This is an optimization exercise on Yosys and OpenROAD, whose aim is a short achievable clock period, not a production implementation.
No run shown here included a check of the RTL's function; only the layout flow was run.
In every run shown here, the design's own scripts or RTL, not TritonCTS, make the clock network.
The flow treats the clock pin as an ideal source. Dropping or thinning the clock tree relies on that and would not hold on a real chip.
Power is estimated from default activity; no workload was simulated.

==> flow/design.v <==
module ccsds_rx (
    input  wire        clk,
    input  wire        rst,             
    input  wire        in_valid,
    input  wire [7:0]  in_byte,
    input  wire        in_kind,         
    input  wire [8:0]  in_blen,         
    output reg         out_valid,
    output reg  [7:0]  out_byte,
    output reg         out_vc,          
    output reg         done,
    output reg  [1:0]  status,          
    output reg         frame_kind,
    output reg  [8:0]  frame_len,
    output reg  [7:0]  data_len,
    output reg  [15:0] ecf,
    output wire        bp_type,
    output wire [6:0]  bp_apid,
    output wire        bp_ecf_flag,
    output wire [3:0]  tf_tfvn,
    output wire [15:0] tf_scid,
    output wire        tf_sdid,
    output wire [5:0]  tf_vcid,
    output wire [3:0]  tf_mapid,
    output wire        tf_end_flag,
    output wire        tf_bypass,
    output wire        tf_command,
    output wire        tf_ocf,
    output wire [2:0]  tf_vc_length,
    output wire [2:0]  tf_constr_rule,
    output wire [4:0]  tf_protocol_id
);
    localparam [1:0] ST_OK = 2'd0, ST_LEN = 2'd1, ST_CRC = 2'd2;
    function [15:0] crc_step;
        input [15:0] reg_in;
        input [7:0]  b;
        integer k;
        reg [15:0] r;
        begin
            r = reg_in ^ {b, 8'h00};
            for (k = 0; k < 8; k = k + 1) begin
                if (r[15])
                    r = {r[14:0], 1'b0} ^ 16'h1021;
                else
                    r = {r[14:0], 1'b0};
            end
            crc_step = r;
        end
    endfunction
    function [3:0] dec4;                  
        input [3:0] x;
        integer k;
        begin
            dec4 = 4'd0;
            for (k = 0; k < 16; k = k + 1)
                if (x == k) dec4 = k - 1;
        end
    endfunction
    function [3:0] inc4;                  
        input [3:0] x;
        integer k;
        begin
            inc4 = 4'd0;
            for (k = 0; k < 16; k = k + 1)
                if (x == k) inc4 = k + 1;
        end
    endfunction
    function [4:0] dec5;                  
        input [4:0] x;
        input [1:0] d;
        reg [4:0] m1, m2;
        begin
            m1 = x ^ {~x[3] & ~x[2] & ~x[1] & ~x[0], ~x[2] & ~x[1] & ~x[0],
                      ~x[1] & ~x[0], ~x[0], 1'b1};
            m2 = {x[4:1] ^ {~x[3] & ~x[2] & ~x[1], ~x[2] & ~x[1], ~x[1], 1'b1}, x[0]};
            dec5 = d[1] ? m2 : (d[0] ? m1 : x);
        end
    endfunction
    function [3:0] subc4;                 
        input [3:0] x;
        input integer c;
        integer k;
        begin
            subc4 = 4'd0;
            for (k = 0; k < 16; k = k + 1)
                if (x == k) subc4 = k - c;
        end
    endfunction
    function [4:0] inc5;                  
        input [4:0] x;
        begin
            inc5 = x ^ {x[3] & x[2] & x[1] & x[0], x[2] & x[1] & x[0],
                        x[1] & x[0], x[0], 1'b1};
        end
    endfunction
    function lt5;                         
        input [4:0] a, b;
        integer i;
        reg e;
        begin
            lt5 = 1'b0;
            e = 1'b1;
            for (i = 4; i >= 0; i = i - 1) begin
                lt5 = lt5 | (e & ~a[i] & b[i]);
                e = e & ((a[i] & b[i]) | (~a[i] & ~b[i]));
            end
        end
    endfunction
    function lt10v;
        input [4:0] x;
        input [2:0] v;
        integer k;
        begin
            lt10v = (x[4:3] == 2'b00) | (x[4:1] == 4'b0100);
            for (k = 10; k <= 16; k = k + 1)
                lt10v = lt10v | ((x == k) & (v > k - 10));
        end
    endfunction
    reg rst_r;
    always @(posedge clk) rst_r <= rst;
    reg        s_v;
    reg [7:0]  s_b;
    reg        s_k;
    reg [8:0]  s_n;
    reg        s_m1a, s_mcf, s_mfc, s_m1d;
    reg        s_bp_short;      
    reg        s_bp_lastn1;     
    reg [31:0] s_tf_hoh;        
    reg        s_tf_hz;
    reg [15:0] s_tf_oh, s_bp_oh;    
    reg [7:0]  s_bp_hoh;        
    always @(posedge clk) begin
        s_v         <= in_valid & ~rst;
        s_b         <= in_byte;
        s_k         <= in_kind;
        s_n         <= in_blen;
        s_m1a       <= (in_byte == 8'h1A);
        s_mcf       <= (in_byte == 8'hCF);
        s_mfc       <= (in_byte == 8'hFC);
        s_m1d       <= (in_byte == 8'h1D);
        s_bp_short  <= (in_byte[6:2] == 5'd0) & (in_byte[7] | ~(in_byte[1] & in_byte[0]));
        s_bp_lastn1 <= (in_byte[6:0] == 7'd3) & ~in_byte[7];
        s_tf_hoh    <= 32'd1 << in_blen[8:4];
        s_tf_hz     <= (in_blen[8:4] == 5'd0);
        s_tf_oh     <= 16'd1 << in_blen[3:0];
        s_bp_oh     <= 16'd1 << in_byte[3:0];
        s_bp_hoh    <= 8'd1 << in_byte[6:4];
    end
    reg        in_frame;
    reg [1:0]  hunt;            
    reg        first;           
    reg        bp1;             
    reg        lastn;           
    reg        kind;
    reg [31:0] c_hi;            
    wire       c_hz = c_hi[0];     
    reg [15:0] c_lo;            
    reg [3:0]  ix_lo;           
    reg [4:0]  ix_hi, ix_hip1, ix_hip2;
    reg [8:0]  pos;             
    wire fb     = s_v & in_frame;
    wire hb     = s_v & ~in_frame;
    wire s_tf_last0  = s_tf_hz & s_tf_oh[1];    
    wire s_tf_lastn0 = s_tf_hz & s_tf_oh[2];    
    wire lastc  = first ? (s_k & s_tf_last0) : (bp1 ? s_bp_short : lastn);
    wire marker = (hunt == 2'd3) & s_m1d;
    reg [1:0] hunt_next;
    always @(*) begin
        if (hunt == 2'd1 && s_mcf)      hunt_next = 2'd2;
        else if (hunt == 2'd2 && s_mfc) hunt_next = 2'd3;
        else if (s_m1a)                 hunt_next = 2'd1;
        else                            hunt_next = 2'd0;
    end
    wire c_lo0  = c_lo[0];
    wire ix_lo15 = (ix_lo == 4'd15);
    wire c_step = fb & ~first & ~bp1;           
    wire c_load = fb & (first | bp1);
    wire c_wrap = c_step & c_lo0;
    always @(posedge clk) begin
        in_frame <= ~rst_r & ((fb & ~lastc) | (hb & marker) | (~s_v & in_frame));
        hunt     <= {2{~rst_r}} & ((hb) ? (marker ? 2'd0 : hunt_next) : (hunt));
        first    <= ((s_v) ? (~in_frame) : (first));
        bp1      <= ((s_v) ? (in_frame & first & ~s_k) : (bp1));
        pos      <= ((s_v) ? (in_frame ? {pos[7:0], 1'b0} : 9'd1) : (pos));
        ix_lo    <= ((s_v) ? (in_frame ? inc4(ix_lo) : 4'd0) : (ix_lo));
        ix_hi    <= ((hb | (fb & ix_lo15)) ? (in_frame ? ix_hip1 : 5'd0) : (ix_hi));
        ix_hip1  <= ((hb | (fb & ix_lo15)) ? (in_frame ? ix_hip2 : 5'd1) : (ix_hip1));
        ix_hip2  <= ((hb | (fb & ix_lo15)) ? (in_frame ? inc5(ix_hip2) : 5'd2) : (ix_hip2));
        kind     <= ((fb & first) ? (s_k) : (kind));
        lastn    <= 
((fb) ? (first ? (s_k & s_tf_lastn0)                                    : (bp1 ? s_bp_lastn1                                           : (c_hz & (kind ? c_lo[3] : c_lo[4])))) : (lastn));
        c_lo     <= ((fb) ? (first ? s_tf_oh : (bp1 ? s_bp_oh : {c_lo[0], c_lo[15:1]})) : (c_lo));
        c_hi     <= ((c_load | c_wrap) ? (first ? s_tf_hoh : (bp1 ? {24'd0, s_bp_hoh} : {c_hi[0], c_hi[31:1]})) : (c_hi));
    end
    reg        t0_v, t0_fr, t0_last, t0_kind, t0_first;
    reg [7:0]  t0_hsel;         
    reg [3:0]  t0_ixlo;
    reg [4:0]  t0_ixhi;
    reg [8:0]  t0_n;
    reg [7:0]  t0_b;
    always @(posedge clk) begin
        t0_v    <= s_v & ~rst_r;
        t0_fr   <= fb;
        t0_last <= lastc;
        t0_first <= first;
        t0_kind <= first ? s_k : kind;
        t0_hsel <= {8{fb}} & pos[7:0];
        t0_ixlo <= ix_lo;
        t0_ixhi <= ix_hi;
        t0_n    <= s_n;
        t0_b    <= s_b;
    end
    reg [7:0]  hdr0, hdr1, hdr2, hdr3, hdr4, hdr5, hdr6;
    reg [8:0]  fn;              
    reg        fkind;
    always @(posedge clk) begin
        hdr0  <= ((t0_hsel[0]) ? (t0_b) : (hdr0));
        fn    <= ((t0_hsel[0]) ? (t0_n) : (fn));
        fkind <= ((t0_hsel[0]) ? (t0_kind) : (fkind));
        hdr1  <= ((t0_hsel[1]) ? (t0_b) : (hdr1));
        hdr2  <= ((t0_hsel[2]) ? (t0_b) : (hdr2));
        hdr3  <= ((t0_hsel[3]) ? (t0_b) : (hdr3));
        hdr4  <= ((t0_hsel[4]) ? (t0_b) : (hdr4));
        hdr5  <= ((t0_hsel[5]) ? (t0_b) : (hdr5));
        hdr6  <= ((t0_hsel[6]) ? (t0_b) : (hdr6));
    end
    reg        t1_v, t1_fr, t1_last, t1_kind, t1_first;
    reg        t1_r0, t1_r1;    
    reg        t1_lt2, t1_lt5, t1_eq4, t1_lt8, t1_ge7;
    reg        t1_small;        
    reg [3:0]  t1_ixlo;
    reg [4:0]  t1_ixhi;
    reg [7:0]  t1_b;
    wire       ixz = (t0_ixhi == 5'd0);
    always @(posedge clk) begin
        t1_v     <= t0_v & ~rst_r;
        t1_fr    <= t0_fr;
        t1_last  <= t0_last;
        t1_first <= t0_first;
        t1_kind  <= t0_kind;
        t1_r0    <= c_hz & (t0_kind ? c_lo[1] : c_lo[2]);
        t1_r1    <= c_hz & (t0_kind ? c_lo[2] : c_lo[3]);
        t1_small <= ixz;
        t1_lt2   <= ixz & ~t0_ixlo[3] & ~t0_ixlo[2] & ~t0_ixlo[1];
        t1_lt5   <= ixz & ~t0_ixlo[3] & (~t0_ixlo[2] | (~t0_ixlo[1] & ~t0_ixlo[0]));
        t1_eq4   <= ixz & (t0_ixlo == 4'd4);
        t1_lt8   <= ixz & ~t0_ixlo[3];
        t1_ge7   <= ~ixz | t0_ixlo[3] | (t0_ixlo[2] & t0_ixlo[1] & t0_ixlo[0]);
        t1_ixlo  <= t0_ixlo;
        t1_ixhi  <= t0_ixhi;
        t1_b     <= t0_b;
    end
    wire        bp_e   = hdr1[7];
    wire [6:0]  bp_l   = hdr1[6:0];
    wire        ef     = hdr3[0];
    wire [2:0]  vl     = hdr6[2:0];
    wire [15:0] tl     = {hdr4, hdr5};
    reg        d_bpe, d_ef, d_kind;
    reg [8:0]  d_flen;
    reg [3:0]  d_vend;          
    reg        a_bperr, a_n4, a_n7, a_n256, a_tlbig, a_tlhz;
    reg [4:0]  a_tl5;
    reg [2:0]  a_vl;
    reg        a_gthi, a_eqhi;              
    reg [3:0]  a_tlo, a_nlo;
    reg [4:0]  a_lmhi;
    reg [3:0]  a_lm2lo, a_lm1lo;
    reg        a_lm2b, a_lm1b;
    always @(posedge clk) begin
        d_bpe     <= bp_e;
        d_ef      <= ef;
        d_kind    <= fkind;
        d_vend    <= subc4({1'b0, vl}, -7);
        d_flen    <= !fkind ? {2'b00, bp_l} : (ef ? fn : tl[8:0]);
        a_bperr   <= (bp_l[6:2] == 5'd0) & (bp_e | ~bp_l[1]);
        a_n4      <= (fn[8:2] == 7'd0);
        a_n7      <= (fn[8:3] == 6'd0) & ~(fn[2] & fn[1] & fn[0]);
        a_n256    <= fn[8] & (fn[7:0] != 8'd0);
        a_tlbig   <= (tl[15:9] != 7'd0) | (tl[8] & (tl[7:0] != 8'd0));
        a_tlhz    <= (tl[15:5] == 11'd0);
        a_tl5     <= tl[4:0];
        a_vl      <= vl;
        a_gthi    <= lt5(fn[8:4], tl[8:4]);
        a_eqhi    <= (tl[8:4] == fn[8:4]);
        a_tlo     <= tl[3:0];
        a_nlo     <= fn[3:0];
        a_lmhi    <= tl[8:4];
        a_lm2lo   <= subc4(tl[3:0], 2);
        a_lm2b    <= (tl[3:1] == 3'd0);
        a_lm1lo   <= dec4(tl[3:0]);
        a_lm1b    <= (tl[3:0] == 4'd0);
    end
    reg        e_lenerr0;       
    reg        e_tlgtn;         
    reg        e_tlsmall;       
    reg [8:0]  e_lm2, e_lm1;    
    reg        e_kind, e_ef;
    always @(posedge clk) begin
        if (!d_kind)
            e_lenerr0 <= a_bperr;
        else if (d_ef)
            e_lenerr0 <= a_n4 | a_n7 | a_n256;
        else
            e_lenerr0 <= a_n4 | a_n7 | a_tlbig;
        e_tlsmall <= a_tlhz & lt10v(a_tl5, a_vl);
        e_tlgtn <= a_gthi | (a_eqhi & lt5({1'b0, a_nlo}, {1'b0, a_tlo}));
        e_lm2   <= {dec5(a_lmhi, {1'b0, a_lm2b}), a_lm2lo};
        e_lm1   <= {dec5(a_lmhi, {1'b0, a_lm1b}), a_lm1lo};
        e_kind  <= d_kind;
        e_ef    <= d_ef;
    end
    reg        d_lenerr;
    always @(posedge clk)
        d_lenerr <= e_lenerr0 | (e_kind & ~e_ef & (e_tlgtn | e_tlsmall));
    reg        t2_v, t2_fr, t2_last, t2_kind, t2_first;
    reg        t2_r0, t2_r1, t2_lt2, t2_lt5, t2_eq4, t2_lt8, t2_ge7, t2_small;
    reg [3:0]  t2_ixlo;
    reg [4:0]  t2_ixhi;
    reg [7:0]  t2_b;
    always @(posedge clk) begin
        t2_v     <= t1_v & ~rst_r;
        t2_fr    <= t1_fr;
        t2_last  <= t1_last;
        t2_first <= t1_first;
        t2_kind  <= t1_kind;
        t2_r0    <= t1_r0;
        t2_r1    <= t1_r1;
        t2_lt2   <= t1_lt2;
        t2_lt5   <= t1_lt5;
        t2_eq4   <= t1_eq4;
        t2_lt8   <= t1_lt8;
        t2_ge7   <= t1_ge7;
        t2_small <= t1_small;
        t2_ixlo  <= t1_ixlo;
        t2_ixhi  <= t1_ixhi;
        t2_b     <= t1_b;
    end
    reg        t3_v, t3_fr, t3_last, t3_kind, t3_first;
    reg        t3_r0, t3_r1, t3_lt2, t3_lt5, t3_eq4, t3_lt8, t3_ge7;
    reg        t3_m2hi_eq, t3_m2hi_lt, t3_m2lo_eq, t3_m2lo_lt;
    reg        t3_m1hi_eq, t3_m1lo_eq;
    reg        t3_vlt, t3_veq;    
    reg [7:0]  t3_b;
    always @(posedge clk) begin
        t3_v       <= t2_v & ~rst_r;
        t3_fr      <= t2_fr;
        t3_last    <= t2_last;
        t3_first   <= t2_first;
        t3_kind    <= t2_kind;
        t3_r0      <= t2_r0;
        t3_r1      <= t2_r1;
        t3_lt2     <= t2_lt2;
        t3_lt5     <= t2_lt5;
        t3_eq4     <= t2_eq4;
        t3_lt8     <= t2_lt8;
        t3_ge7     <= t2_ge7;
        t3_m2hi_eq <= (t2_ixhi == e_lm2[8:4]);
        t3_m2hi_lt <= lt5(t2_ixhi, e_lm2[8:4]);
        t3_m2lo_eq <= (t2_ixlo == e_lm2[3:0]);
        t3_m2lo_lt <= lt5({1'b0, t2_ixlo}, {1'b0, e_lm2[3:0]});
        t3_m1hi_eq <= (t2_ixhi == e_lm1[8:4]);
        t3_m1lo_eq <= (t2_ixlo == e_lm1[3:0]);
        t3_vlt     <= t2_small & lt5({1'b0, t2_ixlo}, {1'b0, d_vend});
        t3_veq     <= t2_small & (t2_ixlo == d_vend);
        t3_b       <= t2_b;
    end
    wire m2_lt = t3_m2hi_lt | (t3_m2hi_eq & t3_m2lo_lt);     
    wire m2_eq = t3_m2hi_eq & t3_m2lo_eq;                    
    wire m1_eq = t3_m1hi_eq & t3_m1lo_eq;                    
    wire r_ge2 = ~t3_r0 & ~t3_r1;
    reg  c_range, c_data, c_vc, c_thi, c_tlo, c_df;
    always @(*) begin
        c_range = 1'b0; c_data = 1'b0; c_vc = 1'b0;
        c_thi = 1'b0; c_tlo = 1'b0; c_df = 1'b0;
        if (!t3_kind) begin
            c_range = t3_lt2 | r_ge2;
            c_data  = ~t3_lt2 & (~d_bpe | r_ge2);
            c_thi   = ~t3_lt2 & d_bpe & t3_r1;
            c_tlo   = ~t3_lt2 & d_bpe & t3_r0;
        end else if (d_ef) begin
            c_range = r_ge2;
            c_data  = ~t3_lt5 & r_ge2;
            c_tlo   = t3_r1;
            c_thi   = t3_r0;
            c_df    = t3_eq4;
        end else begin
            c_range = t3_lt8 | m2_lt;
            c_vc    = t3_ge7 & t3_vlt;
            c_df    = t3_veq;
            c_data  = ~t3_vlt & ~t3_veq & m2_lt;
            c_thi   = m2_eq;
            c_tlo   = m1_eq;
        end
    end
    wire       t3_f = t3_v & t3_fr;
    reg        t4_upd, t4_hold, t4_f, t4_last, t4_kind, t4_pay, t4_vc;
    reg        t4_thi, t4_tlo, t4_df;
    reg [7:0]  t4_b;
    reg [15:0] t4_u;
    always @(posedge clk) begin
        t4_upd  <= t3_f & c_range & ~rst_r;
        t4_hold <= ~t3_v | rst_r | (t3_fr & ~c_range);
        t4_f    <= t3_f & ~rst_r;
        t4_last <= t3_last;
        t4_kind <= t3_kind;
        t4_pay  <= t3_f & ~rst_r & (c_data | c_vc) & ~d_lenerr;
        t4_vc   <= c_vc;
        t4_thi  <= c_thi;
        t4_tlo  <= c_tlo;
        t4_df   <= c_df;
        t4_b    <= t3_b;
        t4_u    <= crc_step(16'h0000, t3_b);
    end
    reg [15:0] crc;
    reg [7:0]  thi, tlo, hdf;
    reg        eqhi, eqlo;
    always @(posedge clk) begin
        out_valid <= t4_pay & ~rst & ~rst_r;
        out_byte  <= t4_b;
        out_vc    <= t4_vc;
        crc <= ({16{t4_upd}} & (crc_step(crc, 8'h00) ^ t4_u)) |
               ({16{t4_hold}} & crc);
        thi  <= ((t4_f & t4_thi) ? (t4_b) : (thi));
        eqhi <= ((t4_f & t4_thi) ? ((t4_b == crc[15:8])) : (eqhi));
        tlo  <= ((t4_f & t4_tlo) ? (t4_b) : (tlo));
        eqlo <= ((t4_f & t4_tlo) ? (t4_b == crc[7:0]) : (eqlo));
        hdf  <= ((t4_f & t4_df) ? (t4_b) : (hdf));
    end
    reg [3:0]  dc_lo, dc_hi;
    reg        t4_data, t4_first;
    always @(posedge clk) begin
        t4_data  <= c_data;
        t4_first <= t3_first;
    end
    wire       dc_cnt = t4_f & t4_data;
    wire [7:0] dl_next = {((dc_cnt & (dc_lo == 4'd15)) ? (inc4(dc_hi)) : (dc_hi)),
                          ((dc_cnt) ? (inc4(dc_lo)) : (dc_lo))};
    always @(posedge clk) begin
        dc_lo <= (t4_f & t4_first) ? 4'd0 : dl_next[3:0];
        dc_hi <= (t4_f & t4_first) ? 4'd0 : dl_next[7:4];
    end
    reg        t5_end, t5_kind, t5_lenerr;
    always @(posedge clk) begin
        t5_end    <= t4_f & t4_last & ~rst_r;
        t5_kind   <= t4_kind;
        t5_lenerr <= d_lenerr;
    end
    reg [7:0] o_h0, o_h1, o_h2, o_h3, o_h6, o_df, o_bp0;
    reg       o_bp1;
    always @(posedge clk) begin
        done <= t5_end & ~rst & ~rst_r;
        if (t5_lenerr)
            status <= ST_LEN;
        else if ((t5_kind | d_bpe) && !(eqhi && eqlo))
            status <= ST_CRC;
        else
            status <= ST_OK;
        frame_kind <= t5_kind;
        frame_len  <= d_flen;
        data_len   <= dl_next;
        ecf        <= {thi, tlo};
        o_h0 <= hdr0 & {8{fkind}};
        o_h1 <= hdr1 & {8{fkind}};
        o_h2 <= hdr2 & {8{fkind}};
        o_h3 <= hdr3 & {8{fkind}};
        o_h6 <= hdr6 & {8{fkind}};
        o_bp0 <= hdr0 & {8{~fkind}};
        o_bp1 <= hdr1[7] & ~fkind;
        o_df <= hdf & {8{fkind}};
    end
    assign bp_type        = o_bp0[7];
    assign bp_apid        = o_bp0[6:0];
    assign bp_ecf_flag    = o_bp1;
    assign tf_tfvn        = o_h0[7:4];
    assign tf_scid        = {o_h0[3:0], o_h1, o_h2[7:4]};
    assign tf_sdid        = o_h2[3];
    assign tf_vcid        = {o_h2[2:0], o_h3[7:5]};
    assign tf_mapid       = o_h3[4:1];
    assign tf_end_flag    = o_h3[0];
    assign tf_bypass      = o_h6[7];
    assign tf_command     = o_h6[6];
    assign tf_ocf         = o_h6[3];
    assign tf_vc_length   = o_h6[2:0];
    assign tf_constr_rule = o_df[7:5];
    assign tf_protocol_id = o_df[4:0];
endmodule
==> flow/flow/run.sh <==
#!/bin/bash
# The standard layout (standard.sh), with one change: the clock tree is built
# by flow/clocktree.tcl (run as ORFS's pre-CTS hook) in place of
# clock_tree_synthesis: the clock port drives 4 root inverters, each drives
# 8 leaf inverters, each a compact group of flip-flops, so every flip-flop
# sees the clock through two inversions. All of make's output goes to
# flow_make.log; each ORFS step keeps its own log under orfs/logs.
set -euo pipefail
export PRE_CTS_TCL="$PWD/flow/clocktree.tcl"
export CT_ROOTS=4 CT_LEAVES=32
export CT_ROOT_CELL=sky130_fd_sc_hd__clkinv_16 CT_LEAF_CELL=sky130_fd_sc_hd__clkinv_8
bash standard.sh finish > flow_make.log 2>&1
==> flow/flow/clocktree.tcl <==
# Pre-CTS hook: a two-level clock tree built by hand. The clock port drives
# a few root buffers, each root a few leaf buffers, each leaf a compact
# group of flip-flops (recursive bisection of the flip-flop positions).
# Every flip-flop is two cells from the port (two buffers, or two inverters
# with CT_ROOT_CELL / CT_LEAF_CELL), so the clock arrives at all
# of them at about the same time. clock_tree_synthesis then has nothing to do.

set ::ct_roots  [expr {[info exists ::env(CT_ROOTS)]  ? $::env(CT_ROOTS)  : 2}]
set ::ct_leaves [expr {[info exists ::env(CT_LEAVES)] ? $::env(CT_LEAVES) : 16}]
set ::ct_rmaster [expr {[info exists ::env(CT_ROOT_CELL)] ? $::env(CT_ROOT_CELL) : "sky130_fd_sc_hd__clkbuf_16"}]
set ::ct_lmaster [expr {[info exists ::env(CT_LEAF_CELL)] ? $::env(CT_LEAF_CELL) : "sky130_fd_sc_hd__clkbuf_16"}]

set ::ct_block [ord::get_db_block]
set ::ct_db    [ord::get_db]
set ::ct_clk   [$::ct_block findNet clk]
set ::ct_rbuf  [$::ct_db findMaster $::ct_rmaster]
set ::ct_lbuf  [$::ct_db findMaster $::ct_lmaster]

proc ct_center {it} {
    set inst [$it getInst]
    set bb [$inst getBBox]
    return [list [expr {([$bb xMin] + [$bb xMax]) / 2}] [expr {([$bb yMin] + [$bb yMax]) / 2}]]
}

# split a list of {x y item} into 2^levels groups of equal size
proc ct_bisect {pts levels} {
    if {$levels == 0 || [llength $pts] < 2} { return [list $pts] }
    set xs [lmap p $pts {lindex $p 0}]
    set ys [lmap p $pts {lindex $p 1}]
    set dx [expr {[tcl::mathfunc::max {*}$xs] - [tcl::mathfunc::min {*}$xs]}]
    set dy [expr {[tcl::mathfunc::max {*}$ys] - [tcl::mathfunc::min {*}$ys]}]
    set k [expr {$dx >= $dy ? 0 : 1}]
    set s [lsort -integer -index $k $pts]
    set h [expr {[llength $s] / 2}]
    return [concat [ct_bisect [lrange $s 0 [expr {$h - 1}]] [expr {$levels - 1}]] \
                   [ct_bisect [lrange $s $h end] [expr {$levels - 1}]]]
}

proc ct_centroid {pts} {
    set sx 0; set sy 0
    foreach p $pts { set sx [expr {$sx + [lindex $p 0]}]; set sy [expr {$sy + [lindex $p 1]}] }
    set n [llength $pts]
    return [list [expr {$sx / $n}] [expr {$sy / $n}]]
}

proc ct_make_buf {master name x y} {
    set inst [odb::dbInst_create $::ct_block $master $name]
    set w [$master getWidth]
    set h [$master getHeight]
    $inst setLocation [expr {$x - $w / 2}] [expr {$y - $h / 2}]
    $inst setPlacementStatus PLACED
    return $inst
}

proc ct_out {inst} {
    foreach it [$inst getITerms] {
        if {[$it isOutputSignal]} { return $it }
    }
    error "clocktree: no output on [$inst getName]"
}

proc ct_make_net {name} {
    
    set net [odb::dbNet_create $::ct_block $name]
    $net setSigType CLOCK
    return $net
}

set sinks {}
foreach it [$::ct_clk getITerms] {
    lappend sinks [concat [ct_center $it] [list $it]]
}
puts "clocktree: [llength $sinks] sinks, $::ct_roots roots, $::ct_leaves leaves"

set per_root [expr {$::ct_leaves / $::ct_roots}]
set root_levels [expr {int(round(log($::ct_roots) / log(2)))}]
set leaf_levels [expr {int(round(log($per_root) / log(2)))}]
set ri 0
set li 0
foreach rgroup [ct_bisect $sinks $root_levels] {
    set lgroups [ct_bisect $rgroup $leaf_levels]
    set lcent {}
    foreach g $lgroups { lappend lcent [ct_centroid $g] }
    set rc [ct_centroid $lcent]
    set rnet [ct_make_net "clknet_root_$ri"]
    set rinst [ct_make_buf $::ct_rbuf "clkbuf_root_$ri" {*}$rc]
    [$rinst findITerm A] connect $::ct_clk
    [ct_out $rinst] connect $rnet
    foreach g $lgroups c $lcent {
        set lnet [ct_make_net "clknet_leaf_$li"]
        set linst [ct_make_buf $::ct_lbuf "clkbuf_leaf_$li" {*}$c]
        [$linst findITerm A] connect $rnet
        [ct_out $linst] connect $lnet
        foreach p $g {
            set it [lindex $p 2]
            $it disconnect
            $it connect $lnet
        }
        incr li
    }
    incr ri
}
global_connect
set_propagated_clock [all_clocks]

# the tree is built: clock_tree_synthesis has nothing left to do, and an
# inverter pair in the tree must stay as it is
proc repair_clock_inverters {args} {
    puts "clocktree: repair_clock_inverters skipped"
}
proc clock_tree_synthesis {args} {
    puts "clocktree: clock_tree_synthesis skipped, tree built by hand"
}
==> flow/standard.sh <==
#!/bin/bash
# synth_recipe.tcl (not shown) runs the flow's synth.tcl, then flattens the netlist and writes it again
# the make line also repeats each setting of config.mk as NAME=value (left out here)
make -C /OpenROAD-flow-scripts/flow DESIGN_CONFIG=/design/flow/config.mk WORK_HOME=/design/flow/orfs CLKGATE_MAP_FILE= SYNTH_SCRIPT=/design/flow/synth_recipe.tcl "${@:-finish}"
==> flow/config.mk <==
export PLATFORM = sky130hd
export DESIGN_NAME = ccsds_rx
export DESIGN_NICKNAME = ccsds_rx
export VERILOG_FILES = /design/flow/design.v
export SDC_FILE = /design/flow/constraint.sdc
export NUM_CORES = 4
export LEC_CHECK = 0
export ABC_CLOCK_PERIOD_IN_PS = 1100
export CAP_MARGIN = 20
export CORE_MARGIN = 2
export CORE_UTILIZATION = 60
export SETUP_SLACK_MARGIN = 3.0
export SLEW_MARGIN = 20
export TNS_END_PERCENT = 100
==> flow/constraint.sdc <==
create_clock -name core_clock -period 4.0 [get_ports {clk}]
set_input_delay 0.8000 -clock core_clock [delete_from_list [all_inputs] [get_ports {clk}]]
set_output_delay 0.8000 -clock core_clock [all_outputs]
set_load 0.01 [all_outputs]
==> results_dict.tcl, run 1 <==
set metrics [dict create \
    hp-class "flip-flop to flip-flop" \
    diodes 0 \
    numPortBuffers 122 \
    critPathRequiredTime_ps 3990 \
    netlist_area_um2 18800 \
    whs_ps 327 \
    vdd_ir_drop_max_uv 381 \
    max_freq_mhz 656 \
    drtIter0Drc 837 \
    die_w_um 181 \
    syn_to_final_growth_pct 33.9 \
    die_area_um2 32700 \
    crit_cells 5 \
    setup.worst_path.end_class "flip-flop" \
    yosys_register_bits 626 \
    firstDrtPassIters 5 \
    finalCriticalPeriod_ps 1520 \
    layout-drive-gt1-share_pct 43.5 \
    grt_start_max_net_pins 68 \
    yosys-top-cells-area "dfxtp_1, edfxtp_1, xnor2_1" \
    io_pins 123 \
    cp_slowest_cell "edfxtp_1" \
    path_buf_inv 3 \
    fin_crit_sh_pct 38.1 \
    synth_top_cell_by_area "dfxtp_1" \
    synth_cells 1360 \
    rsz0062_at_grt "true" \
    die_h_um 181 \
    yosysMostFrequentCell "dfxtp_1" \
    overflow 0 \
    p_per_area_nw_per_um2 382 \
    synth-warning-count 1 \
    final_nets 1664 \
    multi_input_area_um2 5940 \
    rrSetupSlack_ps 2480 \
    core_um2 30700 \
    initial_utilization_pct 61.1 \
    ys_top_cells_by_count "dfxtp_1, edfxtp_1, nor2_1" \
    placementRows 64 \
    vias_per_cell 5.41 \
    status "finished clean" \
    setup_slack_ps 2480 \
    slew_viol_final 0 \
    synthArstFlopShare_pct 0 \
    power.leakage_nw 9.64 \
    place_ws_ps 1620 \
    critPathTopFamily "flip-flops" \
    path_cells "buf_6, buf_8, buf_16, mux2i_1, o21ai_1" \
    holdPathEnd "t2_b[3]" \
    route.detailed.drc 0 \
    crit_arrival_ps 1520 \
    fin_skew_ps 19.4 \
    hold_viol 0 \
    synth_edf_count 167 \
    cap_violations 0 \
    crit_fanout 8 \
    crit_type "flip-flop to flip-flop" \
    place_congestion 0.783 \
    regArea_um2 14500 \
    place_hpwl_mm 22.4 \
    grt_pass1_vias 11100 \
    synth_nets 1388 \
    synth_seq_area_share_pct 75.7 \
    avgRoutedWirePerCell_um 21.4 \
    r2r_cells 5 \
    r2r_start "bp1" \
    synth_cell_types 62 \
    cts_hold_buf 0 \
    n_fill_cell 1582 \
    hold_start "t1_b[3]" \
    cp-start-kind "flip-flop" \
    clkTransAtPathRegs_ps 90 \
    insertion_delay_ps 240 \
    maxSlewHeadroom_pct 64.7 \
    grt_use_total_pct 24.1 \
    post_synth.cell_area_avg_um2 13.8 \
    fin_tns_setup_ps 0 \
    grt_pass1_wl_mm 62.1 \
    synth_top_area_share_pct 49.0 \
    holdPathStages 0 \
    tightest_slew_ps 529 \
    synthFlopType "dfxtp_1" \
    wirelength_mm 43.5 \
    utilization_pct 81.9 \
    reg2reg_to "c_lo[2]" \
    vias 11000 \
    setup_viol 0 \
    final_antenna_net_count 0 \
    critical-path-max-stage-delay_ps 510 \
    antenna_found_initial 0 \
]
[metal layers]
metal	track usage [%]	up-vias	part of all wire, %
met5	0	-	0
li1	-	5173	-
met1	30.8	5364	40
met3	2.72	99	4.6
met2	43.4	351	52
met4	6.68	0	3.2
[area by class of cell]
| cell class | instances | area share, % |
|---|---|---|
| Timing Repair Buffer | 273 | 13.7 |
| Tap cell | 396 | 1.97 |
| Sequential cell | 626 | 57.6 |
| Timing Repair inverter | 1 | 0.0299 |
| Inverter | 63 | 3.01 |
| Multi-Input combinational cell | 671 | 23.6 |
[timing repair]
action                                  4_1_cts  5_1_grt
pin swaps                                   119       84
buffers inserted                             97       31
gates resized for setup                     925      166
cloned                                       26        4
endpoints found under the setup margin      538      439
[stage by stage]
| step | instances | cell area [um2] | total power, mW |
|---|---|---|---|
| final | 2030 | 25100 | 9.59 |
| after detailed placement | 1836 | 20800 | 7.01 |
| after global placement | 1836 | 20800 | 7.01 |
| after CTS | 1995 | 24100 | 9.53 |
| after floorplan | 1360 | 19500 | 6.92 |
| after global routing | 2030 | 25100 | 9.88 |
[logic make-up after synthesis]
logic type,Yosys count,share of synthesized area (%)
AO/OA/AOI/OAI,130,4.40
buffers and inverters,72,1.57
AND/OR/NAND/NOR,387,11.1
multiplexers,43,2.30
adder cells (fa/ha/maj),9,0.574
XOR/XNOR,93,4.34
flip-flops,626,75.7
[power by group]
group	switching, mW	internal, mW
clock network	2.16	0.399
registers	0.0837	6.57
logic	0.171	0.207
total	2.41	7.17
[state kept, by name, indices dropped and copies added, names as in the netlist, 16 cells and up]
name      flops
s_tf_hoh     32
c_hi         32
c_lo         16
s_bp_oh      16
s_tf_oh      16
crc          16
ecf          16
[cells in the final DEF (no fill, tap or decap), types with 32 or more instances in the layout]
cell type / count
dfxtp_1: 304
nand2_1: 53
buf_6: 146
clkinv_8: 32
buf_4: 65
and2_1: 61
nor2_1: 48
nor2_2: 33
o21ai_1: 40
xor2_1: 35
dfxtp_2: 130
edfxtp_1: 167
[worst max path at each step]
stage               slack [ps]           to  startpoint
CTS                       2490   tf_vcid[4]     o_h2[1]
detailed placement        1620  s_bp_lastn1  in_byte[2]
global placement          1660  s_bp_lastn1  in_byte[2]
global route              2450      c_lo[3]         bp1
finish                    2480      c_lo[2]         bp1
floorplan                 2320  s_bp_lastn1  in_byte[4]
[worst reg2reg max path, stage by stage, from the launching register on]
cell and delay (ps):
edfxtp_1 510, buf_6 170, buf_8 130, buf_16 150
mux2i_1 220, o21ai_1 110
==> run 2: changes to the inputs <==
--- a/flow/design.v
+++ b/flow/design.v
@@ -125,10 +125,11 @@
     reg        s_m1a, s_mcf, s_mfc, s_m1d;
     reg        s_bp_short;      
     reg        s_bp_lastn1;     
-    reg [31:0] s_tf_hoh;        
-    reg        s_tf_hz;
+    reg [4:0]  s_tf_hi, s_tf_him1, s_tf_him2, s_tf_him3;
+    reg        s_tf_hz, s_tf_hz1, s_tf_hz2;
     reg [15:0] s_tf_oh, s_bp_oh;    
-    reg [7:0]  s_bp_hoh;        
+    reg [4:0]  s_bp_hi, s_bp_him1, s_bp_him2, s_bp_him3;
+    reg        s_bp_hz, s_bp_hz1, s_bp_hz2;
     always @(posedge clk) begin
         s_v         <= in_valid & ~rst;
         s_b         <= in_byte;
@@ -140,11 +141,22 @@
         s_m1d       <= (in_byte == 8'h1D);
         s_bp_short  <= (in_byte[6:2] == 5'd0) & (in_byte[7] | ~(in_byte[1] & in_byte[0]));
         s_bp_lastn1 <= (in_byte[6:0] == 7'd3) & ~in_byte[7];
-        s_tf_hoh    <= 32'd1 << in_blen[8:4];
+        s_tf_hi     <= in_blen[8:4];
+        s_tf_him1   <= dec5(in_blen[8:4], 2'd1);
+        s_tf_him2   <= dec5(in_blen[8:4], 2'd2);
+        s_tf_him3   <= dec5(dec5(in_blen[8:4], 2'd2), 2'd1);
+        s_tf_hz2    <= (in_blen[8:4] == 5'd2);
         s_tf_hz     <= (in_blen[8:4] == 5'd0);
         s_tf_oh     <= 16'd1 << in_blen[3:0];
         s_bp_oh     <= 16'd1 << in_byte[3:0];
-        s_bp_hoh    <= 8'd1 << in_byte[6:4];
+        s_tf_hz1    <= (in_blen[8:4] == 5'd1);
+        s_bp_hi     <= {2'b00, in_byte[6:4]};
+        s_bp_him1   <= dec5({2'b00, in_byte[6:4]}, 2'd1);
+        s_bp_him2   <= dec5({2'b00, in_byte[6:4]}, 2'd2);
+        s_bp_him3   <= dec5(dec5({2'b00, in_byte[6:4]}, 2'd2), 2'd1);
+        s_bp_hz2    <= (in_byte[6:4] == 3'd2);
+        s_bp_hz     <= (in_byte[6:4] == 3'd0);
+        s_bp_hz1    <= (in_byte[6:4] == 3'd1);
     end
     reg        in_frame;
     reg [1:0]  hunt;            
@@ -152,8 +164,9 @@
     reg        bp1;             
     reg        lastn;           
     reg        kind;
-    reg [31:0] c_hi;            
-    wire       c_hz = c_hi[0];     
+    reg [4:0]  c_hi, c_him1, c_him2;    
+    reg        c_hz, c_hz1, c_h2z;      
+    reg [4:0]  c_him3;
     reg [15:0] c_lo;            
     reg [3:0]  ix_lo;           
     reg [4:0]  ix_hi, ix_hip1, ix_hip2;
@@ -190,7 +203,13 @@
         lastn    <= 
 ((fb) ? (first ? (s_k & s_tf_lastn0)                                    : (bp1 ? s_bp_lastn1                                           : (c_hz & (kind ? c_lo[3] : c_lo[4])))) : (lastn));
         c_lo     <= ((fb) ? (first ? s_tf_oh : (bp1 ? s_bp_oh : {c_lo[0], c_lo[15:1]})) : (c_lo));
-        c_hi     <= ((c_load | c_wrap) ? (first ? s_tf_hoh : (bp1 ? {24'd0, s_bp_hoh} : {c_hi[0], c_hi[31:1]})) : (c_hi));
+        c_hi     <= ((c_load | c_wrap) ? (first ? s_tf_hi   : (bp1 ? s_bp_hi   : c_him1)) : (c_hi));
+        c_him1   <= ((c_load | c_wrap) ? (first ? s_tf_him1 : (bp1 ? s_bp_him1 : c_him2)) : (c_him1));
+        c_him2   <= ((c_load | c_wrap) ? (first ? s_tf_him2 : (bp1 ? s_bp_him2 : c_him3)) : (c_him2));
+        c_him3   <= c_load ? (first ? s_tf_him3 : s_bp_him3) : dec5(c_him2, 2'd1);
+        c_h2z    <= ((c_load | c_wrap) ? (first ? s_tf_hz2 : (bp1 ? s_bp_hz2 : (c_him3 == 5'd0))) : (c_h2z));
+        c_hz     <= ((c_load | c_wrap) ? (first ? s_tf_hz   : (bp1 ? s_bp_hz   : c_hz1)) : (c_hz));
+        c_hz1    <= ((c_load | c_wrap) ? (first ? s_tf_hz1  : (bp1 ? s_bp_hz1  : c_h2z)) : (c_hz1));
     end
     reg        t0_v, t0_fr, t0_last, t0_kind, t0_first;
     reg [7:0]  t0_hsel;         
@@ -212,10 +231,14 @@
     end
     reg [7:0]  hdr0, hdr1, hdr2, hdr3, hdr4, hdr5, hdr6;
     reg [8:0]  fn;              
+    reg        fn_lt4, fn_lt7, fn_gt256;
     reg        fkind;
     always @(posedge clk) begin
         hdr0  <= ((t0_hsel[0]) ? (t0_b) : (hdr0));
         fn    <= ((t0_hsel[0]) ? (t0_n) : (fn));
+        fn_lt4  <= ((t0_hsel[0]) ? ((t0_n[8:2] == 7'd0)) : (fn_lt4));
+        fn_lt7  <= ((t0_hsel[0]) ? ((t0_n[8:3] == 6'd0) & ~(t0_n[2] & t0_n[1] & t0_n[0])) : (fn_lt7));
+        fn_gt256 <= ((t0_hsel[0]) ? (t0_n[8] & (t0_n[7:0] != 8'd0)) : (fn_gt256));
         fkind <= ((t0_hsel[0]) ? (t0_kind) : (fkind));
         hdr1  <= ((t0_hsel[1]) ? (t0_b) : (hdr1));
         hdr2  <= ((t0_hsel[2]) ? (t0_b) : (hdr2));
@@ -273,9 +296,9 @@
         d_vend    <= subc4({1'b0, vl}, -7);
         d_flen    <= !fkind ? {2'b00, bp_l} : (ef ? fn : tl[8:0]);
         a_bperr   <= (bp_l[6:2] == 5'd0) & (bp_e | ~bp_l[1]);
-        a_n4      <= (fn[8:2] == 7'd0);
-        a_n7      <= (fn[8:3] == 6'd0) & ~(fn[2] & fn[1] & fn[0]);
-        a_n256    <= fn[8] & (fn[7:0] != 8'd0);
+        a_n4      <= fn_lt4;
+        a_n7      <= fn_lt7;
+        a_n256    <= fn_gt256;
         a_tlbig   <= (tl[15:9] != 7'd0) | (tl[8] & (tl[7:0] != 8'd0));
         a_tlhz    <= (tl[15:5] == 11'd0);
         a_tl5     <= tl[4:0];
==> run 2 against run 1 <==
  * Still clean
  * Synthesized cell count shrank 4.7%
  * Die area shrank 5.2%
  * Power shrank 4.6%
  * Sequential power shrank 5.4%
  * Sequential share of layout area shrank 2.2 points
  * Design area shrank 2.5%
  * Clock power shrank 5%
  * Critical path depth grew 1
  * Synthesized area shrank 5.3%
  * Worst hold slack lost 9.7 ps
  * Worst setup slack gained 1.4 ps
  * Sequential cell count shrank 35
==> results_dict.tcl, run 2 <==
set metrics [dict create \
    wirelength_mm 41.5 \
    synth-warning-count 1 \
    grt_start_max_net_pins 33 \
    status "finished clean" \
    power.leakage_nw 9.57 \
    place_congestion 0.818 \
    grt_use_total_pct 23.8 \
    p_int_mw 6.83 \
    p_per_area_nw_per_um2 374 \
    antenna_found_initial 0 \
    yosys-top-cells-area "dfxtp_1, edfxtp_1, xnor2_1" \
    numPortBuffers 122 \
    synthFlopType "dfxtp_1" \
    synth_top_cell_by_area "dfxtp_1" \
    vdd_ir_drop_max_uv 340 \
    placementRows 62 \
    slew_viol_final 0 \
    place_inst 1771 \
    yosys_register_bits 591 \
    crit_arrival_ps 1670 \
    fin_tns_setup_ps 0 \
    pwr-share-clk_pct 26.7 \
    drtIter0Drc 641 \
    overflow 0 \
    crit_type "input port to flip-flop" \
    synth_seq_area_share_pct 74.8 \
    power_frac_comb_pct 4.5 \
    initial_utilization_pct 61.4 \
    final_antenna_net_count 0 \
    maxSlewHeadroom_pct 60.7 \
    io_pins 123 \
    ys_top_cells_by_count "dfxtp_1, edfxtp_1, nand2_1" \
    die_w_um 176 \
    p_sw_mw 2.32 \
    netlist_area_um2 17800 \
    synth_cells 1296 \
    die_h_um 176 \
    route.detailed.drc 0 \
    post_synth.cell_area_avg_um2 13.7 \
    avgRoutedWirePerCell_um 20.8 \
    synth_cell_types 57 \
    layout-drive-gt1-share_pct 48.8 \
    vias_per_cell 5.31 \
    switching_share_pct 25.4 \
    cap_violations 0 \
    rsz0062_at_grt "true" \
    setup.worst_path.end_class "flip-flop" \
    die_area_um2 31000 \
    core_um2 28900 \
    diodes 0 \
    final_nets 1649 \
    finalCriticalPeriod_ps 1520 \
    r2r_cells 3 \
    setup_viol 0 \
    place_hpwl_mm 22.0 \
    max_freq_mhz 657 \
    crit_fanout 2 \
    layout_commonest_cell "dfxtp_1" \
    cts_hold_buf 0 \
    synth_edf_count 146 \
    cp-start-kind "input port" \
    synthArstFlopShare_pct 0 \
    insertion_delay_ps 230 \
    hold_viol 0 \
    p_seq_share_pct 68.8 \
    synth_top_area_share_pct 50.2 \
    critPathRequiredTime_ps 4150 \
    holdPathStages 0 \
    hp-class "flip-flop to flip-flop" \
    stdcell_count 1991 \
    final_cell_mix "dfxtp_1, buf_6, edfxtp_1" \
    fin_skew_ps 15.4 \
    fin_crit_sh_pct 38.0 \
    grt_pass1_vias 10300 \
    grt_pass1_wl_mm 57.2 \
    clkTransAtPathRegs_ps 80 \
    yosysMostFrequentCell "dfxtp_1" \
    firstDrtPassIters 5 \
    vias 10600 \
    syn_to_final_growth_pct 37.8 \
    tightest_slew_ps 588 \
    synth_nets 1336 \
]
## run 2: changes by cell type in the layout (fill, tap and decap cells not counted), sizes merged, moves of 8 or more
| cell | delta |
|---|---|
| xnor2 | +8 |
| a22o | -23 |
| edfxtp | -21 |
| nor2 | -36 |
| ha | +12 |
| inv | +15 |
| buf | +29 |
| dfxtp | -14 |
## run 2: area by class of cell
class,instances,area (um2)
Sequential cell,591,13600
Multi-Input combinational cell,633,5980
Fill cell,1380,4450
Timing Repair Buffer,305,3590
Inverter,77,872
Tap cell,384,480
Timing Repair inverter,1,8.76
## run 2: stage by stage
stage | area (um2) | setup WS (ps) | power [mW] | util (%) | hold WS (ps)
after global placement | 20000 | 1520 | 6.66 | 69.2 | 310
after floorplan | 18600 | 2320 | 6.55 | - | 310
after detailed placement | 20000 | 1450 | 6.66 | 69.2 | 312
final | 24500 | 2480 | 9.15 | 84.6 | 317
after global routing | 24500 | 2450 | 9.47 | 84.6 | 330
after CTS | 22900 | 2430 | 9.12 | 79.1 | 320
## run 2: kinds of logic after synthesis
family,count (synthesis),synth area share (%)
AOI/OAI and AO/OA,116,3.85
xor gates and xnor gates,103,5.08
adders and majority gates,24,1.64
buffers and inverters,76,1.69
DFF,591,74.8
muxes,43,2.43
and+or+nand+nor,343,10.5
## run 2: path summary, 6_finish.rpt
check	end	slack, ps	start
setup / recovery	s_tf_him3[4]	2480	in_blen[6]
setup reg to reg	a_tlbig	2510	hdr5[5]
hold reg to reg	t3_kind	320	t2_kind
hold / removal	t3_kind	320	t2_kind
## run 2: repair_timing
action                     4_1_cts  5_1_grt
setup endpoints to repair      472      420
cloned                          10       11
setup buffers                  111       52
pin swaps                      105       96
gates resized for setup        882      227
## run 2: layer usage
metal  wire length [um]  vias to the layer above  track usage [%]
li1                   -                     4998                -
met5                  0                        -                0
met4               1460                        0             7.51
met3               2010                       86             2.91
met1              16500                     5188             30.9
met2              21500                      305             41.9
## run 2: power by group through the flow
stage               Combinational [mW]  Clock [mW]  Sequential (mW)
floorplan                        0.153           0             6.40
global placement                 0.217           0             6.44
detailed placement               0.222           0             6.44
CTS                              0.340        2.49             6.29
global route                     0.441        2.73             6.31
finish                           0.414        2.44             6.29
## run 2: critical path, cell delays in order
cell and delay, ps:
buf_8 80, inv_4 30, ha_4 260, inv_2 40, nor4_4 260, xor2_1 190
==> run 3: changes to the inputs <==
==> flow/config.mk (replaced) <==
export PLATFORM = sky130hd
export DESIGN_NAME = ccsds_rx
export DESIGN_NICKNAME = ccsds_rx
export VERILOG_FILES = /design/flow/design.v
export SDC_FILE = /design/flow/constraint.sdc
export NUM_CORES = 4
export LEC_CHECK = 0
export ABC_CLOCK_PERIOD_IN_PS = 1000
export CAP_MARGIN = 20
export CORE_MARGIN = 2
export CORE_UTILIZATION = 60
export SETUP_SLACK_MARGIN = 3.2
export SLEW_MARGIN = 20
export TNS_END_PERCENT = 100
==> run 3 against run 2 <==
  * Still clean
  * Worst setup slack worse by 35 ps
  * Register-to-register slack got worse by 70 ps
  * Clock skew grew 0.58 ps
  * Die area unchanged
  * Synthesized cell count unchanged
  * Largest power group unchanged
==> results_dict.tcl, run 3 <==
set metrics [dict create \
    setup_slack_ps 2440 \
    yosys-top-cells-area "dfxtp_1, edfxtp_1, xnor2_1" \
    avgRoutedWirePerCell_um 24.7 \
    vdd_ir_drop_max_uv 395 \
    layout_commonest_cell "dfxtp_1" \
    yosysMostFrequentCell "dfxtp_1" \
    cts_hold_buf 0 \
    synth_edf_count 146 \
    synthArstFlopShare_pct 0 \
    initial_utilization_pct 61.4 \
    hold_viol 0 \
    met2_usage_pct 50.5 \
    maxSlewHeadroom_pct 64.2 \
    placementRows 62 \
    cap_violations 0 \
    place_area_um2 20200 \
    grt_start_max_net_pins 20 \
    synth_cell_types 57 \
    fin_crit_sh_pct 38.9 \
    p_sw_mw 2.43 \
    place_hpwl_mm 22.4 \
    switching_share_pct 26.2 \
    synthXorXnorAreaFrac_pct 5.08 \
    fin_tns_setup_ps 0 \
    diodes 0 \
    synthAdderAreaFrac_pct 1.64 \
    syn_to_final_growth_pct 44.9 \
    rsz0062_at_grt "true" \
    synth_top_cell_by_area "dfxtp_1" \
    tightest_slew_ps 537 \
    firstDrtPassIters 7 \
    path_cells "or4_4, or3_4, a31oi_1" \
    finalPower_mw 9.29 \
    vias 11300 \
    design_area_um2 25700 \
    status "finished clean" \
    setup.worst_path.end_class "flip-flop" \
    top_usage_layer "met2" \
    grtUsageMet3_pct 2.28 \
    netlist_area_um2 17800 \
    ys_top_cells_by_count "dfxtp_1, edfxtp_1, nand2_1" \
    io_pins 123 \
    crit_arrival_ps 1620 \
    grt_use_total_pct 27.0 \
    finalCriticalPeriod_ps 1560 \
    power.leakage_nw 10.1 \
    p_seq_share_pct 67.9 \
    synth_nets 1336 \
    clkTransAtPathRegs_ps 70 \
    crit_type "flip-flop to flip-flop" \
    final_nets 1677 \
    place_ws_ps 1430 \
    p_per_area_nw_per_um2 361 \
    post_synth.cell_area_avg_um2 13.7 \
    die_h_um 176 \
    setup_viol 0 \
    cp_slowest_cell "or4_4" \
    drtIter0Drc 1040 \
    vias_per_cell 5.61 \
    met1_usage_pct 34.2 \
    synth_seq_area_share_pct 74.8 \
    yosys_register_bits 591 \
    synthFlopType "dfxtp_1" \
    place_inst 1771 \
    pwr-share-clk_pct 27.0 \
    synth_top_area_share_pct 50.2 \
    cp-start-kind "flip-flop" \
    numPortBuffers 122 \
    slew_viol_final 0 \
    fin_skew_ps 16.0 \
    max_freq_mhz 642 \
    final_cell_mix "dfxtp_1, buf_6, dfxtp_2" \
    hp-class "flip-flop to flip-flop" \
    core_um2 28900 \
    n_fill_cell 1091 \
    stdcell_count 2019 \
    critPathTopFamily "simple AND/OR/NAND/NOR gates" \
    p_int_mw 6.86 \
    grt_pass1_vias 10900 \
    synth-warning-count 1 \
    route.detailed.drc 0 \
    synth_top_family_by_area "simple AND/OR/NAND/NOR gates" \
    antenna_found_initial 0 \
    path_buf_inv 0 \
    overflow 0 \
    synthSimpleGateAreaFrac_pct 10.5 \
    die_w_um 176 \
    place_congestion 0.818 \
    grt_pass1_wl_mm 64.1 \
    final_antenna_net_count 0 \
    wirelength_mm 49.9 \
    muxShareOfSynthArea_pct 2.43 \
    critical-path-max-stage-delay_ps 530 \
    crit_fanout 2 \
    critPathRequiredTime_ps 4060 \
    power_frac_comb_pct 5.2 \
    die_area_um2 31000 \
    layout-drive-gt1-share_pct 56.5 \
    synth_cells 1296 \
    insertion_delay_ps 240 \
    synth_compound_area_share_pct 3.85 \
]
[run 3: cell type report]
cell class / count / area, um2 / area share, %
multi-input cells: 633 / 6470 / 25.1
inverters: 77 / 882 / 3.43
flip-flops and latches: 591 / 13600 / 52.8
well taps: 384 / 480 / 1.87
repair buffers: 332 / 4280 / 16.6
repair inverters: 2 / 23.8 / 0.0924
[run 3: power groups by stage]
stage,combinational (mW),sequential (mW),clock (mW)
after floorplan,0.158,6.39,0
after global placement,0.224,6.44,0
after detailed placement,0.229,6.44,0
after CTS,0.381,6.29,2.48
after global routing,0.504,6.31,2.74
final,0.480,6.31,2.51
[run 3: worst paths after layout]
path	start	to	slack [ps]	depth (start not counted)
setup reg to reg	t0_n[3]	fn_lt7	2440	3
hold / removal	d_flen[4]	frame_len[4]	320	0
setup / recovery	t0_n[3]	fn_lt7	2440	3
hold reg to reg	d_flen[4]	frame_len[4]	320	0
[run 3: timing repair]
item | 4_1_cts | 5_1_grt
gates cloned | 26 | 4
resized for setup | 1002 | 260
setup endpoints to repair | 614 | 518
pin swaps | 127 | 91
setup buffers | 129 | 53
[run 3: per-stage QoR]
stage	utilization, %	hold slack [ps]
after global routing	88.9	329
after detailed placement	69.8	312
after floorplan	-	310
after global placement	69.8	310
after CTS	83.3	328
final	88.9	325
[run 3: cell families after synthesis]
kind of cell | Yosys count
DFF | 591
and+or+nand+nor | 343
AOI/OAI and AO/OA | 116
xor gates and xnor gates | 103
buffers and inverters | 76
muxes | 43
adders and majority gates | 24
[run 3: layer usage]
layer | vias to the layer above | share of wire (%)
li1 | 5047 | -
met1 | 5616 | 37
met2 | 501 | 53
met3 | 167 | 5.3
met4 | 0 | 4.9
met5 | - | 0
==> run 4: changes to the inputs <==
--- a/flow/design.v
+++ b/flow/design.v
@@ -125,10 +125,10 @@
     reg        s_m1a, s_mcf, s_mfc, s_m1d;
     reg        s_bp_short;      
     reg        s_bp_lastn1;     
-    reg [4:0]  s_tf_hi, s_tf_him1, s_tf_him2, s_tf_him3;
+    reg [4:0]  s_tf_hi, s_tf_him1, s_tf_him2;
     reg        s_tf_hz, s_tf_hz1, s_tf_hz2;
     reg [15:0] s_tf_oh, s_bp_oh;    
-    reg [4:0]  s_bp_hi, s_bp_him1, s_bp_him2, s_bp_him3;
+    reg [4:0]  s_bp_hi, s_bp_him1, s_bp_him2;
     reg        s_bp_hz, s_bp_hz1, s_bp_hz2;
     always @(posedge clk) begin
         s_v         <= in_valid & ~rst;
@@ -144,7 +144,6 @@
         s_tf_hi     <= in_blen[8:4];
         s_tf_him1   <= dec5(in_blen[8:4], 2'd1);
         s_tf_him2   <= dec5(in_blen[8:4], 2'd2);
-        s_tf_him3   <= dec5(dec5(in_blen[8:4], 2'd2), 2'd1);
         s_tf_hz2    <= (in_blen[8:4] == 5'd2);
         s_tf_hz     <= (in_blen[8:4] == 5'd0);
         s_tf_oh     <= 16'd1 << in_blen[3:0];
@@ -153,7 +152,6 @@
         s_bp_hi     <= {2'b00, in_byte[6:4]};
         s_bp_him1   <= dec5({2'b00, in_byte[6:4]}, 2'd1);
         s_bp_him2   <= dec5({2'b00, in_byte[6:4]}, 2'd2);
-        s_bp_him3   <= dec5(dec5({2'b00, in_byte[6:4]}, 2'd2), 2'd1);
         s_bp_hz2    <= (in_byte[6:4] == 3'd2);
         s_bp_hz     <= (in_byte[6:4] == 3'd0);
         s_bp_hz1    <= (in_byte[6:4] == 3'd1);
@@ -206,7 +204,7 @@
         c_hi     <= ((c_load | c_wrap) ? (first ? s_tf_hi   : (bp1 ? s_bp_hi   : c_him1)) : (c_hi));
         c_him1   <= ((c_load | c_wrap) ? (first ? s_tf_him1 : (bp1 ? s_bp_him1 : c_him2)) : (c_him1));
         c_him2   <= ((c_load | c_wrap) ? (first ? s_tf_him2 : (bp1 ? s_bp_him2 : c_him3)) : (c_him2));
-        c_him3   <= c_load ? (first ? s_tf_him3 : s_bp_him3) : dec5(c_him2, 2'd1);
+        c_him3   <= dec5(c_load ? (first ? s_tf_him2 : s_bp_him2) : c_him2, 2'd1);
         c_h2z    <= ((c_load | c_wrap) ? (first ? s_tf_hz2 : (bp1 ? s_bp_hz2 : (c_him3 == 5'd0))) : (c_h2z));
         c_hz     <= ((c_load | c_wrap) ? (first ? s_tf_hz   : (bp1 ? s_bp_hz   : c_hz1)) : (c_hz));
         c_hz1    <= ((c_load | c_wrap) ? (first ? s_tf_hz1  : (bp1 ? s_bp_hz1  : c_h2z)) : (c_hz1));
@@ -232,6 +230,7 @@
     reg [7:0]  hdr0, hdr1, hdr2, hdr3, hdr4, hdr5, hdr6;
     reg [8:0]  fn;              
     reg        fn_lt4, fn_lt7, fn_gt256;
+    reg        h4_big, h4_b0, h5_nz;    
     reg        fkind;
     always @(posedge clk) begin
         hdr0  <= ((t0_hsel[0]) ? (t0_b) : (hdr0));
@@ -244,7 +243,10 @@
         hdr2  <= ((t0_hsel[2]) ? (t0_b) : (hdr2));
         hdr3  <= ((t0_hsel[3]) ? (t0_b) : (hdr3));
         hdr4  <= ((t0_hsel[4]) ? (t0_b) : (hdr4));
+        h4_big <= ((t0_hsel[4]) ? ((t0_b[7:1] != 7'd0)) : (h4_big));
+        h4_b0  <= ((t0_hsel[4]) ? (t0_b[0]) : (h4_b0));
         hdr5  <= ((t0_hsel[5]) ? (t0_b) : (hdr5));
+        h5_nz  <= ((t0_hsel[5]) ? ((t0_b != 8'd0)) : (h5_nz));
         hdr6  <= ((t0_hsel[6]) ? (t0_b) : (hdr6));
     end
     reg        t1_v, t1_fr, t1_last, t1_kind, t1_first;
@@ -299,7 +301,7 @@
         a_n4      <= fn_lt4;
         a_n7      <= fn_lt7;
         a_n256    <= fn_gt256;
-        a_tlbig   <= (tl[15:9] != 7'd0) | (tl[8] & (tl[7:0] != 8'd0));
+        a_tlbig   <= h4_big | (h4_b0 & h5_nz);
         a_tlhz    <= (tl[15:5] == 11'd0);
         a_tl5     <= tl[4:0];
         a_vl      <= vl;
==> flow/config.mk (replaced) <==
export PLATFORM = sky130hd
export DESIGN_NAME = ccsds_rx
export DESIGN_NICKNAME = ccsds_rx
export VERILOG_FILES = /design/flow/design.v
export SDC_FILE = /design/flow/constraint.sdc
export NUM_CORES = 4
export LEC_CHECK = 0
export ABC_CLOCK_PERIOD_IN_PS = 1100
export CAP_MARGIN = 20
export CORE_MARGIN = 2
export CORE_UTILIZATION = 60
export SETUP_SLACK_MARGIN = 3.0
export SLEW_MARGIN = 20
export TNS_END_PERCENT = 100
==> run 4 against run 3 <==
  * Sequential cell count fell by 7
  * Clock power shrank 2%
  * First-iteration DRC count is 39% lower
  * Synthesized cell count down 1.0%
  * Highest routed layer is now met5
  * Combinational power down 28%
  * Die area shrank 1.5%
  * Largest cell class unchanged
  * Global-route usage is 2.8 points lower
  * Synthesized area decreased by 1.6%
  * Core utilization is 5.0 points lower
  * Cell count shrank 3.8%
==> results_dict.tcl, run 4 <==
set metrics [dict create \
    status "finished clean" \
    hold_viol 0 \
    place_area_um2 19700 \
    highest_layer "met5" \
    maxSlewHeadroom_pct 68.2 \
    wl_met3_mm 1.71 \
    hp-class "flip-flop to flip-flop" \
    final_antenna_net_count 0 \
    overflow 0 \
    setup.worst_path.end_class "flip-flop" \
    synth_top_cell_by_area "dfxtp_1" \
    crit_path_frequent_cell "maj3_2" \
    yosysMostFrequentCell "dfxtp_1" \
    synth-warning-count 1 \
    core_um2 28700 \
    crit_arrival_ps 1880 \
    stdcell_count 1942 \
    place_hpwl_mm 21.5 \
    firstDrtPassIters 5 \
    synth_top_area_share_pct 49.9 \
    io_pins 123 \
    whs_ps 326 \
    clkTransAtPathRegs_ps 80 \
    place_inst 1759 \
    p_seq_share_pct 68.9 \
    route.detailed.drc 0 \
    max_freq_mhz 569 \
    power.leakage_nw 9.36 \
    placementRows 62 \
    grt_use_total_pct 24.2 \
    critPathRequiredTime_ps 4120 \
    critPathTopFamily "adder cells" \
    switching_share_pct 25.6 \
    p_per_area_nw_per_um2 374 \
    p_sw_mw 2.30 \
    vias 10400 \
    path_cells "nor2b_4, maj3_2, maj3_2, maj3_2, a21o_1" \
    wl_met2_mm 20.9 \
    place_ws_ps 1770 \
    final_nets 1590 \
    grt_pass1_wl_mm 57.5 \
    place_congestion 0.823 \
    critical-path-max-stage-delay_ps 480 \
    synth_nets 1314 \
    yosys_register_bits 584 \
    cts_hold_buf 0 \
    p_int_mw 6.70 \
    setup_slack_ps 2240 \
    layout-drive-gt1-share_pct 51.4 \
    final_cell_mix "dfxtp_1, buf_6, edfxtp_1" \
    utilization_pct 84.0 \
    synth_seq_area_share_pct 75.3 \
    setup_viol 0 \
    netlist_area_um2 17500 \
    rsz0062_at_grt "true" \
    design_area_um2 24100 \
    synthFlopType "dfxtp_1" \
    finalPower_mw 9.01 \
    tightest_slew_ps 477 \
    pwr-share-clk_pct 27.2 \
    numPortBuffers 122 \
    synth_edf_count 148 \
    wirelength_mm 41.0 \
    grt_start_max_net_pins 22 \
    die_w_um 175 \
    fin_skew_ps 14.5 \
    avgRoutedWirePerCell_um 21.1 \
    post_synth.cell_area_avg_um2 13.6 \
    crit_type "flip-flop to flip-flop" \
    crit_fanout 3 \
    drtIter0Drc 631 \
    synthArstFlopShare_pct 0 \
    slew_viol_final 0 \
    cp-start-kind "flip-flop" \
    finalCriticalPeriod_ps 1760 \
    cp_slowest_cell "edfxtp_1" \
    grt_pass1_vias 10200 \
    ys_top_cells_by_count "dfxtp_1, edfxtp_1, nand2_1" \
    insertion_delay_ps 230 \
    path_buf_inv 0 \
    initial_utilization_pct 60.9 \
    antenna_found_initial 3 \
    syn_to_final_growth_pct 37.9 \
    vdd_ir_drop_max_uv 334 \
    synth_cells 1283 \
    die_area_um2 30500 \
    cap_violations 0 \
    power_frac_comb_pct 3.8 \
    die_h_um 175 \
    fin_tns_setup_ps 0 \
    synth_cell_types 54 \
    wl_met1_mm 16.8 \
    fin_crit_sh_pct 43.9 \
    layout_commonest_cell "dfxtp_1" \
    yosys-top-cells-area "dfxtp_1, edfxtp_1, xnor2_1" \
    vias_per_cell 5.36 \
]
-- run 4: power by group through the flow --
stage,logic (mW),registers (mW),clock network (mW)
after global placement,0.183,6.35,0
after detailed placement,0.186,6.35,0
after global routing,0.365,6.22,2.71
final,0.344,6.21,2.45
after floorplan,0.127,6.31,0
after CTS,0.285,6.21,2.47
-- run 4: area by class of cell --
cell class | count | area (um2)
sequential | 584 | 13400
fill | 1390 | 4600
inverter | 77 | 867
antenna | 1 | 2.50
timing repair buffer | 269 | 3320
timing repair inverter | 1 | 8.76
multi-input combinational | 626 | 5970
tap | 384 | 480
-- run 4: repair_timing --
action	in CTS	in global routing
pin swaps	102	61
setup buffers	99	29
cloned	18	0
gates resized for setup	989	204
endpoints found under the setup margin	454	410
-- run 4: worst register-to-register path, stage by stage, from the launching register on --
cell and delay [ps]:
edfxtp_1 480, nor2b_4 60, maj3_2 290, maj3_2 310, maj3_2 330, a21o_1 170
-- run 4: kinds of logic (layout without fill, tap and decap cells) --
family	after synthesis	after routing	synth area share, %
buffers and inverters	75	347	1.64
and+or+nand+nor	351	353	10.5
DFF	584	584	75.3
muxes	39	39	2.25
AOI/OAI and AO/OA	116	116	4.06
xor gates and xnor gates	100	100	5.01
other	0	1	0
adders and majority gates	18	18	1.22
-- run 4: metal layers --
layer / track usage, % / up-vias
li1: - / 4873
met1: 31.9 / 5095
met2: 42.7 / 342
met3: 2.55 / 98
met4: 7.26 / 4
met5: 0 / -
-- run 4: worst paths after layout --
check             start          to  slack [ps]  depth (start not counted)
max reg2reg       fn[4]      a_gthi        2240                          5
min          t1_ixlo[2]  t2_ixlo[2]         330                          0
min reg2reg  t1_ixlo[2]  t2_ixlo[2]         330                          0
max               fn[4]      a_gthi        2240                          5

[re-timing with driven ports]
In the flow no input, the clock included, has a driving cell. The finished layouts below were timed again as built, in two steps.
Step 1 (the two cells are an assumption about what drives the block):
set clk [get_ports {clk}]
set_driving_cell -lib_cell sky130_fd_sc_hd__clkbuf_16 $clk
set_driving_cell -lib_cell sky130_fd_sc_hd__buf_2 [delete_from_list [all_inputs] $clk]
Step 2, shift: input delay + t, output delay - t, t = (earliest + latest rising clock arrival at the registers) / 2. This alone moves slack from input paths to output paths.
Slacks: ideal / step 1 / step 2; pairs: ideal / step 1.
run | t (ns) | setup slack, ns | slew at the worst register clock pin (ns) | pins driven straight from the clock port
run 1 | 0.472 | 2.477 / 2.233 / 2.222 | 0.09 / 0.09 | 4
run 2 | 0.465 | 2.478 / 2.252 / 2.197 | 0.08 / 0.08 | 4
run 3 | 0.472 | 2.443 / 2.256 / 2.218 | 0.09 / 0.09 | 4
run 4 | 0.467 | 2.242 / 2.241 / 2.241 | 0.08 / 0.09 | 4
After both steps setup and hold are still met in every run listed. For run 2, which loses most, drivers alone change the setup slack by -0.226 ns; drivers and shift together by -0.281 ns.
